This is an optimization exercise on Yosys and OpenROAD, whose aim is small area, a short achievable clock period and few clock cycles, not a production implementation. In this exercise RTL edits were held to simulation tests only and were not proved equivalent to the original. Power and IR drop assume default switching activity.

job 103:
Design txfec, start of the top module:
module txfec (
    input  wire        clk,
    input  wire        rst_n,       
    input  wire        cmd_valid,
    output wire        cmd_ready,
    input  wire [31:0] cmd,
    output wire        rsp_valid,
    input  wire        rsp_ready,
    output wire [3:0]  rsp_st,
    output wire [31:0] rsp_res
);
Settings: LEC_CHECK=0, CAP_MARGIN=20, CORE_MARGIN=2, CORE_UTILIZATION=50, CTS_CLUSTER_DIAMETER=70, CTS_CLUSTER_SIZE=20, SLEW_MARGIN=20; clock period 24.0 ns.
standard.sh (not shown) runs the stock make flow with config.mk's settings and CLKGATE_MAP_FILE= SYNTH_SCRIPT=/design/flow/synth_recipe.tcl, a recipe that flattens the netlist after the stock synthesis.
==> flow/flow/run.sh <==
#!/bin/bash
# The standard layout, with the port buffers made of buf_4 cells instead of
# the slow delay buffer buffer_ports picks by default.
set -euo pipefail
export BUFFER_PORTS_ARGS="-buffer_cell sky130_fd_sc_hd__buf_4"
bash standard.sh > standard.log 2>&1
Final checks on job 103, whose flow otherwise completed, came back failing, citing max-capacitance violations, max-slew violations.
Testbench counts of job 103, summed over its fixed seeds: cycles 32,921.
--- input diff job 103..job 105 ---
diff --git a/flow/design.v b/flow/design.v
--- a/flow/design.v
+++ b/flow/design.v
@@ -348,22 +348,22 @@
     txfec_cnt u_cnt_h2418 (.clk(clk), .clr(cnt_clr), .inc(c_go && is_h2418 && h24_unc), .c(cnt_h2418));
     txfec_cnt u_cnt_par   (.clk(clk), .clr(cnt_clr), .inc(c_go && is_par && perr), .c(cnt_par));
     txfec_cnt u_cnt_sync  (.clk(clk), .clr(cnt_clr), .inc(t_sync), .c(cnt_sync));
     txfec_cnt u_cnt_disc  (.clk(clk), .clr(cnt_clr), .inc(t_sync || (tsb_go && hunt && !b47)), .c(cnt_disc));
     txfec_cnt u_cnt_tei   (.clk(clk), .clr(cnt_clr), .inc(pkt_end && f_tei), .c(cnt_tei));
     txfec_cnt u_cnt_cc    (.clk(clk), .clr(cnt_clr), .inc(pkt_end && f_ccerr), .c(cnt_cc));
     txfec_cnt u_cnt_pkt   (.clk(clk), .clr(cnt_clr), .inc(pkt_end), .c(cnt_pkt));
     txfec_cnt u_cnt_ill   (.clk(clk), .clr(cnt_clr), .inc(c_go && !legal), .c(cnt_ill));
-    reg [35:0] q0, q1;
+    reg [33:0] q0, q1;
     reg        qe, rv;
     assign c_go = c_v && !q1v;
-    wire [35:0] x = {x_st, x_res};
+    wire [33:0] x = {x_st[3], x_st[0], x_res};
     assign rsp_valid = rv;
-    assign rsp_st    = q0[35:32];
+    assign rsp_st    = {q0[33], q0[33], q0[33], q0[32]};
     assign rsp_res   = q0[31:0];
     always @(posedge clk) begin
         q0 <= rsp_ready ? (q1v ? q1 : x) : (qe ? x : q0);
         q1 <= q1v ? q1 : x;
     end
     wire pop     = rsp_ready && !qe;
     wire n0      = c_go || (!qe && !pop) || q1v;
     wire n1      = (c_go && !qe && !pop) || (q1v && !pop);
Results
- Job 103 → job 105: ratio of final minimum period to clock period went up by 0.15 points; xor-xnor portion of the synthesized cell area went down by 0.60 points; maximum clock frequency went down by about 0.6%; post-synthesis instance total was more or less identical.
- Compared with job 103, job 105 shows a sum of internal, switching and leakage power that is 4.6% lower.
- Summary of job 105 over job 103: wire length of the first global-routing pass lost 3.0%; fraction of power consumed by sequential logic picked up an extra 1.6 points; overall global routing resource usage lost 1.8 points; area after synthesis neither gained nor lost much.
- Job 105: full flow OK, the timing, DRC and antenna checks passed
- The layout overhead on the synthesized area reported for job 105 is smaller than that of job 103 by 0.20 points.
- Comparing final estimated routing congestion in global placement for job 105 and job 103, the smaller number came from job 105.
Testbench counts of job 105, summed over its fixed seeds: cycles 32,921.

--- another note on this design; it stands on its own ---

Design txfec, start of the top module:
module txfec (
    input  wire        clk,
    input  wire        rst_n,       
    input  wire        cmd_valid,
    output wire        cmd_ready,
    input  wire [31:0] cmd,
    output wire        rsp_valid,
    input  wire        rsp_ready,
    output wire [3:0]  rsp_st,
    output wire [31:0] rsp_res
);
clock: 24.0 ns
lec_check: 0
cap_margin: 25
core_margin: 2
core_utilization: 50
cts_cluster_diameter: 70
cts_cluster_size: 20
slew_margin: 25
standard.sh (not shown) runs the stock make flow with config.mk's settings and CLKGATE_MAP_FILE= SYNTH_SCRIPT=/design/flow/synth_recipe.tcl, a recipe that flattens the netlist after the stock synthesis.
==> flow/flow/run.sh <==
#!/bin/bash
# The standard layout, with the port buffers made of buf_4 cells instead of
# the slow delay buffer buffer_ports picks by default.
set -euo pipefail
export BUFFER_PORTS_ARGS="-buffer_cell sky130_fd_sc_hd__buf_4"
bash standard.sh > standard.log 2>&1
Testbench counts at the start, summed over its fixed seeds: cycles 32,921.
Rerun with:
--- a/flow/config.mk
+++ b/flow/config.mk
@@ -8 +8 @@
-export CAP_MARGIN = 25
+export CAP_MARGIN = 30
@@ -13 +13 @@
-export SLEW_MARGIN = 25
+export SLEW_MARGIN = 30
The changed run completed with no timing, DRC or antenna violations. Worst hold slack is about the same. Register-to-register slack gets worse by 0.02 ns. Setup slack barely changes. Utilization grows by 0.25 points. Die area is unchanged. Total power grows slightly. Global-route usage grows by 0.24 points.

[what the ideal ports hide]
No port has a modelled driver above. Below, the same layouts with a new extraction and two added sets of constraints. Step 1 assumes that a clkbuf_16 drives the clock port and a buf_2 every other input. Step 2, shift: input delay + t, output delay - t, t = (earliest + latest rising clock arrival at the registers) / 2. This alone moves slack from input paths to output paths. Slacks: ideal ports / drivers / drivers and shift; pairs: ideal ports / drivers.
run	t, ns	setup WS [ns]	latest minus earliest clock arrival (ns)
job 103	0.943	17.812 / 17.715 / 17.160	0.062 / 0.062
job 105	0.940	17.776 / 17.682 / 17.592	0.059 / 0.059
the first run of note 2	0.944	17.792 / 17.690 / 17.659	0.050 / 0.050
the second run of note 2	0.939	17.794 / 17.693 / 17.278	0.053 / 0.053
The setup slack of job 103, which loses most, moves by -0.097 ns with the drivers and by -0.652 ns with both steps.
